This is an optimization exercise on Yosys and OpenROAD, whose aim is small area and a short achievable clock period, not a production implementation. In this exercise RTL edits were held to simulation tests only and were not proved equivalent to the original. No activity file was given, so power comes from the tool's default toggle rates.

==> flow/design.v, too long to show whole: its modules and the start of the top module <==
// module cao_pipe: 842 lines
module cao_pipe (
    input  wire        clk,
    input  wire        rst,           
    input  wire [31:0] last_pc,       
    output wire        imem_en,
    output wire [31:0] imem_addr,
    input  wire [63:0] imem_rdata,
    output wire        dmem_en,
    output wire        dmem_we,
    output wire [11:0] dmem_addr,
    output wire [31:0] dmem_wdata,
    input  wire [31:0] dmem_rdata,
    output wire        halted,
    output wire        faulted,
    output wire [31:0] fault_addr,
    output wire [31:0] cycle_count,
    output wire [31:0] retired_count,
    input  wire [3:0]  dbg_sel,
    output wire [31:0] dbg_data
);
  // ...
==> flow/flow/run.sh <==
#!/bin/bash
# The standard layout, with two changes to how ORFS optimises it:
#  - the ports are buffered with buf_2 cells instead of ORFS's default pick
#    (a slow delay cell), still one buffer on every input and output port;
#  - repair_timing aims for a setup slack of 5.5 ns instead of 0.
# Synthesis, floorplan, power grid, tap cells, CTS and routing are the standard flow's own
# (standard.sh); the clock and constraints are unchanged.
set -euo pipefail
cat >> config.mk << 'X'
export SETUP_SLACK_MARGIN = 5.5
export BUFFER_PORTS_ARGS = -buffer_cell sky130_fd_sc_hd__buf_2
X
bash standard.sh > standard_make.log 2>&1
==> flow/standard.sh <==
#!/bin/bash
# synth_recipe.tcl (not shown) runs the flow's synth.tcl, then flattens the netlist and writes it again
# the make line also repeats each setting of config.mk as NAME=value (left out here)
make -C /OpenROAD-flow-scripts/flow DESIGN_CONFIG=/design/flow/config.mk WORK_HOME=/design/flow/orfs CLKGATE_MAP_FILE= SYNTH_SCRIPT=/design/flow/synth_recipe.tcl "${@:-finish}"
==> flow/config.mk <==
export PLATFORM = sky130hd
export DESIGN_NAME = cao_pipe
export DESIGN_NICKNAME = cao_pipe
export VERILOG_FILES = /design/flow/design.v
export SDC_FILE = /design/flow/constraint.sdc
export NUM_CORES = 4
export LEC_CHECK = 0
export CAP_MARGIN = 20
export CELL_PAD_IN_SITES_DETAIL_PLACEMENT = 1
export CELL_PAD_IN_SITES_GLOBAL_PLACEMENT = 2
export CORE_MARGIN = 2
export CORE_UTILIZATION = 40
export PLACE_DENSITY = 0.55
export SLEW_MARGIN = 20
export SETUP_SLACK_MARGIN = 5.5
export BUFFER_PORTS_ARGS = -buffer_cell sky130_fd_sc_hd__buf_2
==> flow/constraint.sdc <==
create_clock -name core_clock -period 12.0 [get_ports {clk}]
set_input_delay 2.4000 -clock core_clock [delete_from_list [all_inputs] [get_ports {clk}]]
set_output_delay 2.4000 -clock core_clock [all_outputs]
set_load 0.01 [all_outputs]
==> qor.yml, run 1 <==
clock_latency_ns: 0.77
placed_area_sq_mm: 0.0582
multi_input_area_share: 0.448
cts_num_sinks: 861
combPwrFrac: 0.687
status: "complete, no violations"
synth_top_family_by_area: "compound AO/OA/AOI/OAI gates"
synth_xor_area_frac: 0.0680
drcViolationCount: 0
cp-start-kind: "input pin"
area_growth_pct: 19.4
multiInputGateArea_sq_mm: 0.0290
fp-row-count: 135
yosysMostFrequentCell: "edfxtp_1"
nMultiInputCombCells: 3584
met1_usage: 0.555
grt_pass1_vias: 47800
cp_slowest_cell: "bufbuf_16"
grt_pass1_wl_um: 377000
met3_usage: 0.122
layout_common_cells: "edfxtp_1, a22oi_1, buf_2"
r2r-end: "m_buf[30]"
ant_nets: 0
wl_um: 277000
core_sq_mm: 0.135
wl_per_cell_um: 37.8
slowest_delay_ns: 0.38
dpl.hpwl_um: 173000
grt_usage: 0.388
layout.cells.non_filler: 7348
max_freq_mhz: 152
layout_commonest_cell: "edfxtp_1"
largest-register: "x"
synthTopCellsByCount: "edfxtp_1, a22oi_1, nand2_1"
critPathKind: "in -> out"
powerComb_mw: 16.9
numCtsBuffers: 101
synthCells: 5109
==> run 2, diff against run 1 <==
==> flow/run.sh (new file) <==
#!/bin/bash
# synth_recipe.tcl (not shown) runs the flow's synth.tcl, then flattens the netlist and writes it again
# the make line also repeats each setting of config.mk as NAME=value (left out here)
make -C /OpenROAD-flow-scripts/flow DESIGN_CONFIG=/design/flow/config.mk WORK_HOME=/design/flow/orfs CLKGATE_MAP_FILE= SYNTH_SCRIPT=/design/flow/synth_recipe.tcl finish
--- a/flow/config.mk
+++ b/flow/config.mk
@@ -13,4 +13,3 @@
 export PLACE_DENSITY = 0.55
+export SETUP_SLACK_MARGIN = 5
 export SLEW_MARGIN = 20
-export SETUP_SLACK_MARGIN = 5.5
-export BUFFER_PORTS_ARGS = -buffer_cell sky130_fd_sc_hd__buf_2
removed: flow/flow/run.sh
removed: flow/standard.sh
==> run 2 against run 1 <==
Flip-flop and latch count unchanged. Global-route usage down 0.24 points. Cell area fell by 0.55%. Clock power barely moved. Register-to-register slack got worse by 0.45 ns. Die area unchanged. Total power decreased by 1.5%. Hold slack better by 0.0094 ns.
==> qor.yml, run 2 <==
pre_cts_ws_ns: 3.65
core_sq_mm: 0.135  # unchanged
max_freq_mhz: 143  # -6.3%
ys_warn_count: 2
clock_latency_ns: 0.75  # -0.02 ns
cp-start-kind: "input pin"
rsz0062_at_grt: "yes"
fin_crit_sh: 0.584
synthTopCellsByCount: "edfxtp_1, a22oi_1, nand2_1"
slew_viol_final: 0
vias: 49100
grt_usage: 0.385  # -0.00243
slew_headroom: 0.164
wl_um: 275000  # -1.0%
avgSynthCellArea_sq_um: 10.6
dieArea_sq_mm: 0.139
combPwrFrac: 0.681  # -0.006
yosysMostFrequentCell: "edfxtp_1"
fin_crit_ns: 7.01
drive_above_1_share: 0.113
die_h_um: 372
start_util: 0.402
synth_compound_area_frac: 0.210
synthCells: 5109  # unchanged
synth-simple-area-share: 0.105
drt-initial-drc-count: 7392
cts_hold_buf: 0
dr.pass1.iters: 6
synth_top_family_by_area: "compound AO/OA/AOI/OAI gates"
ioPinCount: 343
cts_num_sinks: 861  # unchanged
fp-row-count: 135  # unchanged
drcViolationCount: 0  # unchanged
synth_fa_ha_area_frac: 0.105
synth_xor_area_frac: 0.0680  # unchanged
grt_max_degree: 77
ir_drop_mv: 0.989
cp.required_ns: 9.60
synth_edf_count: 666
ys_ff_latch: 861
skew_ns: 0.0517
numCtsBuffers: 100  # -0.99%
dpl.hpwl_um: 173000  # about the same
clock-root-buffer: "clkbuf_16"
p_sw_mw: 12.5
yosys-top-cells-area: "edfxtp_1, a22oi_1, dfxtp_1"
ys_types: 96
synth_nets: 5591
worst_setup_path_end_kind: "primary output"
clkPwrFrac: 0.134
async_flop_share: 0
ant_nets: 0  # unchanged
worst_slew_pin_slew_ns: 1.25
avgViaCountPerCell: 6.77
ys.flop_type: "edfxtp_1"
antenna_found_initial: 14
final_area_sq_mm: 0.0644
status: "complete, no violations"
final_nets: 5862
worst_slack_ns: 4.99
cts_tree: "built"
cts_buffer_depth: 3
p_sw_frac: 0.518
grt_pass1_wl_um: 376000  # -0.21%
tns_ns: 0
setup_viol: 0
htree_levels: 3
maxCapViolCount: 0
layout_commonest_cell: "edfxtp_1"
die_w_um: 372
p_seq_frac: 0.185
placed_area_sq_mm: 0.0598  # +2.7%
crit_fanout: 27
synth_seq_area_share: 0.440
wl_per_cell_um: 37.8  # +0.23%
layout_common_cells: "edfxtp_1, a22oi_1, clkdlybuf4s50_1"
io_buffers: 326
synthMuxAreaShare: 0.0219
place_congestion: 0.937
critPathKind: "in -> out"
grt_pass1_vias: 47900  # +0.37%
hp-class: "reg -> reg"
holdWs_ns: 0.400
overflow: 0
area_growth_pct: 18.8
largest_reg_flops: 512
yosysTopAreaCell: "edfxtp_1"
power.density_mw_per_mm2: 376
leakagePower_nw: 24.2
synth_top_area_frac: 0.369
cts.clk_slew.worst_paths_ns: 0.06
hold_viol: 0
p_int_mw: 11.7
largest-register: "x"
cp.arrival_ns: 4.61
synth.cell_area_sq_mm: 0.0543
-- run 2: per-layer routing --
layer	GRT usage	part of all wire	vias up
met5	0	0.00038	-
met4	0.179	0.054	16
met3	0.124	0.14	683
met2	0.522	0.40	3765
met1	0.550	0.41	24800
li1	-	-	19800
-- run 2: logic make-up (layout without fill, tap and decap cells) --
group | count (synthesis) | in the layout
compound gates | 1551 | 1552
simple gates | 1153 | 1155
flops | 861 | 861
buf+inv | 669 | 1022
xor+xnor | 419 | 419
fa+ha+maj | 348 | 348
mux | 108 | 111
other cells | 0 | 7
-- run 2: timing repair --
action,in CTS,in global routing
hold endpoints to repair,0,0
setup endpoints to repair,78,37
pin swaps,9,12
gates resized for setup,129,66
buffers inserted,15,23
gates cloned,6,4
-- run 2: worst max-delay path, stage by stage --
cell             delay, ns
buf_4                 0.18
nand2b_4              0.21
buf_4                 0.16
nor2_4                0.11
buf_12                0.29
a22oi_1               0.15
nand4_1               0.12
o22a_1                0.33
clkdlybuf4s50_1       0.60
-- run 2: per-stage QoR --
stage | power [mW] | util | instances
6_report | 24.2 | 0.477 | 7256
2_1_floorplan | 11.9 | - | 5109
3_3_place_gp | 19.5 | 0.443 | 7010
3_5_place_dp | 19.6 | 0.443 | 7010
4_1_cts | 23.1 | 0.473 | 7221
5_1_grt | 25.3 | 0.477 | 7249
-- run 2: area by class of cell --
| cell class | count | area, sq um |
|---|---|---|
| timing repair buffer | 533 | 5200 |
| multi-input combinational | 3585 | 28500 |
| clock buffer | 128 | 2690 |
| fill | 14500 | 70700 |
| sequential | 861 | 23900 |
| tap | 1781 | 2230 |
| inverter | 299 | 1130 |
| antenna | 7 | 17.5 |
| clock inverter | 62 | 758 |
-- run 2: final timing paths --
| path | end | startpoint | depth (start not counted) | slack [ns] |
|---|---|---|---|---|
| worst min-delay path | w_rd[1] | m_rd[1] | 0 | 0.40 |
| worst max-delay path | dbg_data[24] | dbg_sel[1] | 9 | 4.99 |
| worst max register to register | m_buf[12] | e_rbh[14] | 20 | 5.06 |
| worst min register to register | w_rd[1] | m_rd[1] | 0 | 0.40 |
-- run 2: power groups by stage --
| stage | registers, mW | logic [mW] | clock network (mW) |
|---|---|---|---|
| after detailed placement | 4.50 | 15.1 | 0 |
| final | 4.48 | 16.5 | 3.24 |
| after floorplan | 4.22 | 7.68 | 0 |
| after global routing | 4.50 | 17.5 | 3.37 |
| after CTS | 4.44 | 15.4 | 3.26 |
| after global placement | 4.50 | 15.0 | 0 |

-- afterwards: timing with drivers on the ports --
The flow's constraints put no driver on any port. The routed layouts listed below were extracted and timed again, unchanged, in two steps.
Step 1 (the two cells are an assumption about what drives the block):
set clk [get_ports {clk}]
set_driving_cell -lib_cell sky130_fd_sc_hd__clkbuf_16 $clk
set_driving_cell -lib_cell sky130_fd_sc_hd__buf_2 [delete_from_list [all_inputs] $clk]
Step 2 adds t to the input delays and takes it off the output delays; t is the mean of the earliest and latest rising clock arrival at the registers after step 1. Input paths then give back, and output paths get back, about the clock's delay inside the block.
Slacks: no drivers / after step 1 / after step 2; pairs: no drivers / after step 1.
run	shift t [ns]	setup slack, ns	worst setup path after step 2	clock arrival spread, ns
run 1	0.804	5.431 / 5.359 / 5.359	input to output	0.089 / 0.089
run 2	0.810	4.990 / 4.968 / 4.968	input to output	0.057 / 0.057
After both steps setup and hold are still met in every run listed. The setup slack of run 1, which loses most, moves by -0.072 ns with the drivers and by -0.072 ns with both steps.
